This design comes from an exercise in tuning for small area and few clock cycles on the open sky130 flow, not from production work.
Only simulation tests tie the RTL to the original design; equivalence was not proved.
No activity file was given, so power comes from the tool's default toggle rates.

## run A
Design cfb_top, start of the top module:
module cfb_top (
    input  wire        clk,
    input  wire        rst,
    input  wire        req_valid,
    output wire        req_ready,
    input  wire [7:0]  req_op,
    input  wire [7:0]  req_arg,
    input  wire [7:0]  req_len,
    input  wire [31:0] req_cap,
    input  wire        pl_valid,
    output wire        pl_ready,
    input  wire [7:0]  pl_data,
    output wire        rsp_valid,
    input  wire        rsp_ready,
    output reg  [7:0]  rsp_data,
    output wire        rsp_first,
    output wire        rsp_last,
    output wire        rsp_eop,
    output wire [1:0]  rsp_kind,
    output wire [2:0]  rsp_cause,
    output wire        tout_valid,
    input  wire        tout_ready,
    output reg  [7:0]  tout_data,
    output reg         tout_last,
    output wire        tin_req_valid,
    input  wire        tin_req_ready,
    output wire [4:0]  tin_req_len,
    input  wire        tin_valid,
    output wire        tin_ready,
    input  wire [7:0]  tin_data,
    input  wire        tr_valid,
    output wire        tr_ready,
    input  wire [1:0]  tr_kind,
    input  wire [5:0]  tr_count,
    input  wire [7:0]  tr_code,
    output wire [1:0]  cs_state,
    output wire [3:0]  spd_state
);
Settings: LEC_CHECK=0, CAP_MARGIN=20, CORE_MARGIN=2, CORE_UTILIZATION=40, CTS_BUF_LIST=sky130_fd_sc_hd__clkbuf_8, CTS_CLUSTER_DIAMETER=60, CTS_CLUSTER_SIZE=15, PLACE_DENSITY=0.6, SLEW_MARGIN=20; clock period 10.0 ns.
run.sh (not shown) runs the stock make flow with config.mk's settings and CLKGATE_MAP_FILE= SYNTH_SCRIPT=/design/flow/synth_recipe.tcl, a recipe that flattens the netlist after the stock synthesis.
Run A: flow completed, timing, DRC and antenna clean
Testbench counts of run A, summed over its fixed seeds: cycles 92,515.
For run B, these inputs were changed with respect to run A:
Settings: CTS_BUF_LIST removed (was sky130_fd_sc_hd__clkbuf_8); CTS_CLUSTER_SIZE removed (was 15); CTS_CLUSTER_DIAMETER removed (was 60).
## What came out
Share of the cycle needed by the critical path after routing: run B and run A compared, higher one is run A
Looking at sequential share of cell area across run B and run A, the one that comes out higher is run A.
Setup slack in run B is larger than in run A.
Vias: run B more than run A

## run 1
Starting RTL as in the previous note.
Settings: LEC_CHECK=0, CAP_MARGIN=20, CORE_MARGIN=2, CORE_UTILIZATION=40, CTS_BUF_LIST=sky130_fd_sc_hd__clkbuf_8, CTS_CLUSTER_DIAMETER=70, CTS_CLUSTER_SIZE=18, PLACE_DENSITY=0.6, SLEW_MARGIN=20; clock period 10.0 ns.
Testbench counts of run 1, summed over its fixed seeds: cycles 92,515.
The following lists how run 2 was set up differently from run 1:
Settings: CTS_CLUSTER_DIAMETER now 80, was 70; CTS_CLUSTER_SIZE now 25, was 18; CTS_BUF_LIST now sky130_fd_sc_hd__clkbuf_16, was sky130_fd_sc_hd__clkbuf_8.
==> comparison <==
From run 1 to run 2 the numbers moved as follows: met2 capacity usage during global routing roughly the same; mean number of vias per cell roughly the same; total detailed-routing wirelength lower; share of the final layout cell area in sequential cells lower; final standard cell count with taps included and fillers excluded lower.
| count of TritonRoute iterations in the first routing pass | lower: run 1 |
From run 1 to run 2, count of buffers from port buffering did not move at all.
Relative to run 1, run 2 improves total number of vias.
Looking at run 1 and run 2, the power share of the combinational group is a wash.
Worst clock skew on the final layout for run 2: 0.0085 ns down relative to run 1
The following lists how run 3 was set up differently from run 2:
Settings: CTS_CLUSTER_DIAMETER: 80 -> 100; CTS_CLUSTER_SIZE: 25 -> 30.
==> comparison <==
Between run 2 and run 3, the difference in combinational power is negligible. Number of filler cells placed in the layout of run 2 is on par with run 3. Going from run 2 to run 3, via count saw a decrease; via count of the first global-routing pass saw a decrease.

== v20 ==
Another version of the RTL of cfb_top (not shown whole).
Size: roughly 2100 cells after synthesis, about 1100 flip-flops, roughly 0.029 mm² of cells after synthesis.
## cfb_top
module cfb_top (
    input  wire        clk,
    input  wire        rst,
    input  wire        req_valid,
    output wire        req_ready,
    input  wire [7:0]  req_op,
    input  wire [7:0]  req_arg,
    input  wire [7:0]  req_len,
    input  wire [31:0] req_cap,
    input  wire        pl_valid,
    output wire        pl_ready,
    input  wire [7:0]  pl_data,
    output wire        rsp_valid,
    input  wire        rsp_ready,
    output reg  [7:0]  rsp_data,
    output wire        rsp_first,
    output wire        rsp_last,
    output wire        rsp_eop,
    output wire [1:0]  rsp_kind,
    output wire [2:0]  rsp_cause,
    output wire        tout_valid,
    input  wire        tout_ready,
    output reg  [7:0]  tout_data,
    output reg         tout_last,
    output wire        tin_req_valid,
    input  wire        tin_req_ready,
    output wire [4:0]  tin_req_len,
    input  wire        tin_valid,
    output wire        tin_ready,
    input  wire [7:0]  tin_data,
    input  wire        tr_valid,
    output wire        tr_ready,
    input  wire [1:0]  tr_kind,
    input  wire [5:0]  tr_count,
    input  wire [7:0]  tr_code,
    output wire [1:0]  cs_state,
    output wire [3:0]  spd_state
);
Settings: LEC_CHECK=0, CAP_MARGIN=20, CORE_MARGIN=2, CORE_UTILIZATION=40, CTS_BUF_LIST=sky130_fd_sc_hd__clkbuf_8, CTS_CLUSTER_DIAMETER=60, CTS_CLUSTER_SIZE=15, PLACE_DENSITY=0.6, SLEW_MARGIN=20; clock period 10.0 ns.
standard.sh (not shown) runs the stock make flow with config.mk's settings and CLKGATE_MAP_FILE= SYNTH_SCRIPT=/design/flow/synth_recipe.tcl, a recipe that flattens the netlist after the stock synthesis.
==> flow/flow/run.sh <==
#!/bin/bash
# The standard layout (standard.sh, unchanged synthesis and steps), with
# each port buffer made from the smallest buffer cell instead of the cell that
# buffer_ports picks by itself, and a clock tree without dummy loads.
# The whole make output goes to standard.log.
set -euo pipefail
export BUFFER_PORTS_ARGS="-buffer_cell sky130_fd_sc_hd__buf_1"
export CTS_ARGS="-sink_clustering_enable -repair_clock_nets -sink_clustering_size 15 -sink_clustering_max_diameter 60 -buf_list sky130_fd_sc_hd__clkbuf_8 -dont_use_dummy_load"
bash standard.sh > standard.log 2>&1
v20 reached the end of the flow, and the finished layout is clean on the timing, design-rule and antenna checks.
Testbench counts of v20, summed over its fixed seeds: cycles 92,174.
Edits applied to the flow inputs when going from v20 to v14:
Settings: a change of CTS_CLUSTER_DIAMETER from 60 to 40; a change of CTS_CLUSTER_SIZE from 15 to 8; a change of CTS_BUF_LIST from sky130_fd_sc_hd__clkbuf_8 to sky130_fd_sc_hd__clkbuf_4.
==> flow/flow/run.sh <==
#!/bin/bash
# The standard layout (standard.sh, unchanged synthesis and steps), with
# each port buffer made from the smallest buffer cell instead of the cell that
# buffer_ports picks by itself, and a clock tree without dummy loads.
# The whole make output goes to standard.log.
set -euo pipefail
export BUFFER_PORTS_ARGS="-buffer_cell sky130_fd_sc_hd__buf_1"
export CTS_ARGS="-sink_clustering_enable -repair_clock_nets -sink_clustering_size 8 -sink_clustering_max_diameter 40 -buf_list sky130_fd_sc_hd__clkbuf_4 -dont_use_dummy_load"
bash standard.sh > standard.log 2>&1
[summary]
Looking at final setup skew, v14 sits 0.037 ns higher than v20 does. Against v20, v14 comes in 0.42 points higher on global routing usage summed across all routing layers. The portion of total power attributed to the clock network was comparable across v14 and v20. Of v14 and v20, the run reporting the lower relative slew slack was v14. Between v14 and v20, the combinational cell fraction of total power does not differ in any meaningful way. STATUS hold slack: v14 loses against v20. Reported for v14 and v20, synthesized cell count turned out identical to the last digit. v14 contains more vias than v20. Upper clock frequency limit down 4.8 MHz in v14 wrt v20. The met3 routed wirelength number comes out lower for v20 vs v14. Comparing v20 with v14, the overall power consumption came out essentially unchanged.
The following lists how v47 was set up differently from v14:
Settings: swapping 8 for 27 in CTS_CLUSTER_SIZE; swapping sky130_fd_sc_hd__clkbuf_4 for sky130_fd_sc_hd__clkbuf_16 in CTS_BUF_LIST; swapping 40 for 90 in CTS_CLUSTER_DIAMETER.
==> flow/flow/run.sh <==
#!/bin/bash
# The standard layout (standard.sh, unchanged synthesis and steps), with
# each port buffer made from the smallest buffer cell instead of the cell that
# buffer_ports picks by itself, and a clock tree without dummy loads.
# The whole make output goes to standard.log.
set -euo pipefail
export BUFFER_PORTS_ARGS="-buffer_cell sky130_fd_sc_hd__buf_1"
export CTS_ARGS="-sink_clustering_enable -repair_clock_nets -sink_clustering_size 27 -sink_clustering_max_diameter 90 -buf_list sky130_fd_sc_hd__clkbuf_16 -dont_use_dummy_load"
bash standard.sh > standard.log 2>&1
--- outcome ---
Changes observed in v47 relative to v14: wire length on met1 shrank by about 0.32%, clock distribution power held steady, area of the core held steady.
Setup changes, v47 to v41
Settings: changing CTS_BUF_LIST from sky130_fd_sc_hd__clkbuf_16 to sky130_fd_sc_hd__clkbuf_8; changing CTS_CLUSTER_DIAMETER from 90 to 60; changing CTS_CLUSTER_SIZE from 27 to 15.
==> flow/flow/run.sh <==
#!/bin/bash
# The standard layout (standard.sh, unchanged synthesis and steps), with
# each port buffer made from the smallest buffer cell instead of the cell that
# buffer_ports picks by itself. The whole make output goes to standard.log.
set -euo pipefail
export BUFFER_PORTS_ARGS="-buffer_cell sky130_fd_sc_hd__buf_1"
bash standard.sh > standard.log 2>&1
Findings:
- v41 vs. v47: shortest clock period the worst path allows after layout up 0.10 ns, detailed-route wire length on metal 1 went up by 260 µm, worst hold slack roughly the same, sequential share of layout area -0.69 points.
- Going from v47 to v41, final wirelength grew slightly.
- Summary — maximum frequency from static timing analysis, v41 relative to v47: lower, by about 1.4%.
- Of v41 and v47, the run reporting the lower portion of the clock cycle consumed by the worst path in the final layout was v47.
- Relative contribution of combinational cells to total power, v41 and v47: smaller value in v41
- Compared with v47, v41 degrades leakage power total.
- | number of clock buffers in the layout | v41 vs v47 | about 100% higher |
- Compared with v47, v41 ends up with a larger final cell area.

port drivers added, routing unchanged:
The results above use ideal ports. As a check the final layouts listed here were re-extracted and re-timed, cells and wires unchanged. Step 1: set_driving_cell puts a clkbuf_16 on clk and a buf_2 on each other input, an assumption about the parent block. Step 2 also shifts input and output timing later by t, the mid clock arrival at the registers, as if the neighbouring blocks saw the same clock. a / b / c = ideal / step 1 / step 2; a / b = the first two.
run	shift t [ns]	setup slack, ns	worst setup path at the end	worst slew at a driven data input, ns
run A	0.750	1.623 / 1.569 / 2.319	register to output	0.07
run B	0.706	1.680 / 1.622 / 2.329	register to output	0.06
run 1	0.732	1.640 / 1.584 / 2.316	register to output	0.07
run 2	0.682	1.688 / 1.630 / 2.312	register to output	0.07
run 3	0.673	1.646 / 1.589 / 2.262	register to output	0.07
v20	0.712	2.582 / 2.529 / 3.240	register to output	0.05
v14	1.000	2.312 / 2.257 / 3.257	register to output	0.05
v47	0.637	2.672 / 2.616 / 3.254	register to output	0.05
v41	0.735	2.567 / 2.511 / 3.246	register to output	0.05
After both steps setup and hold are still met in every run listed.
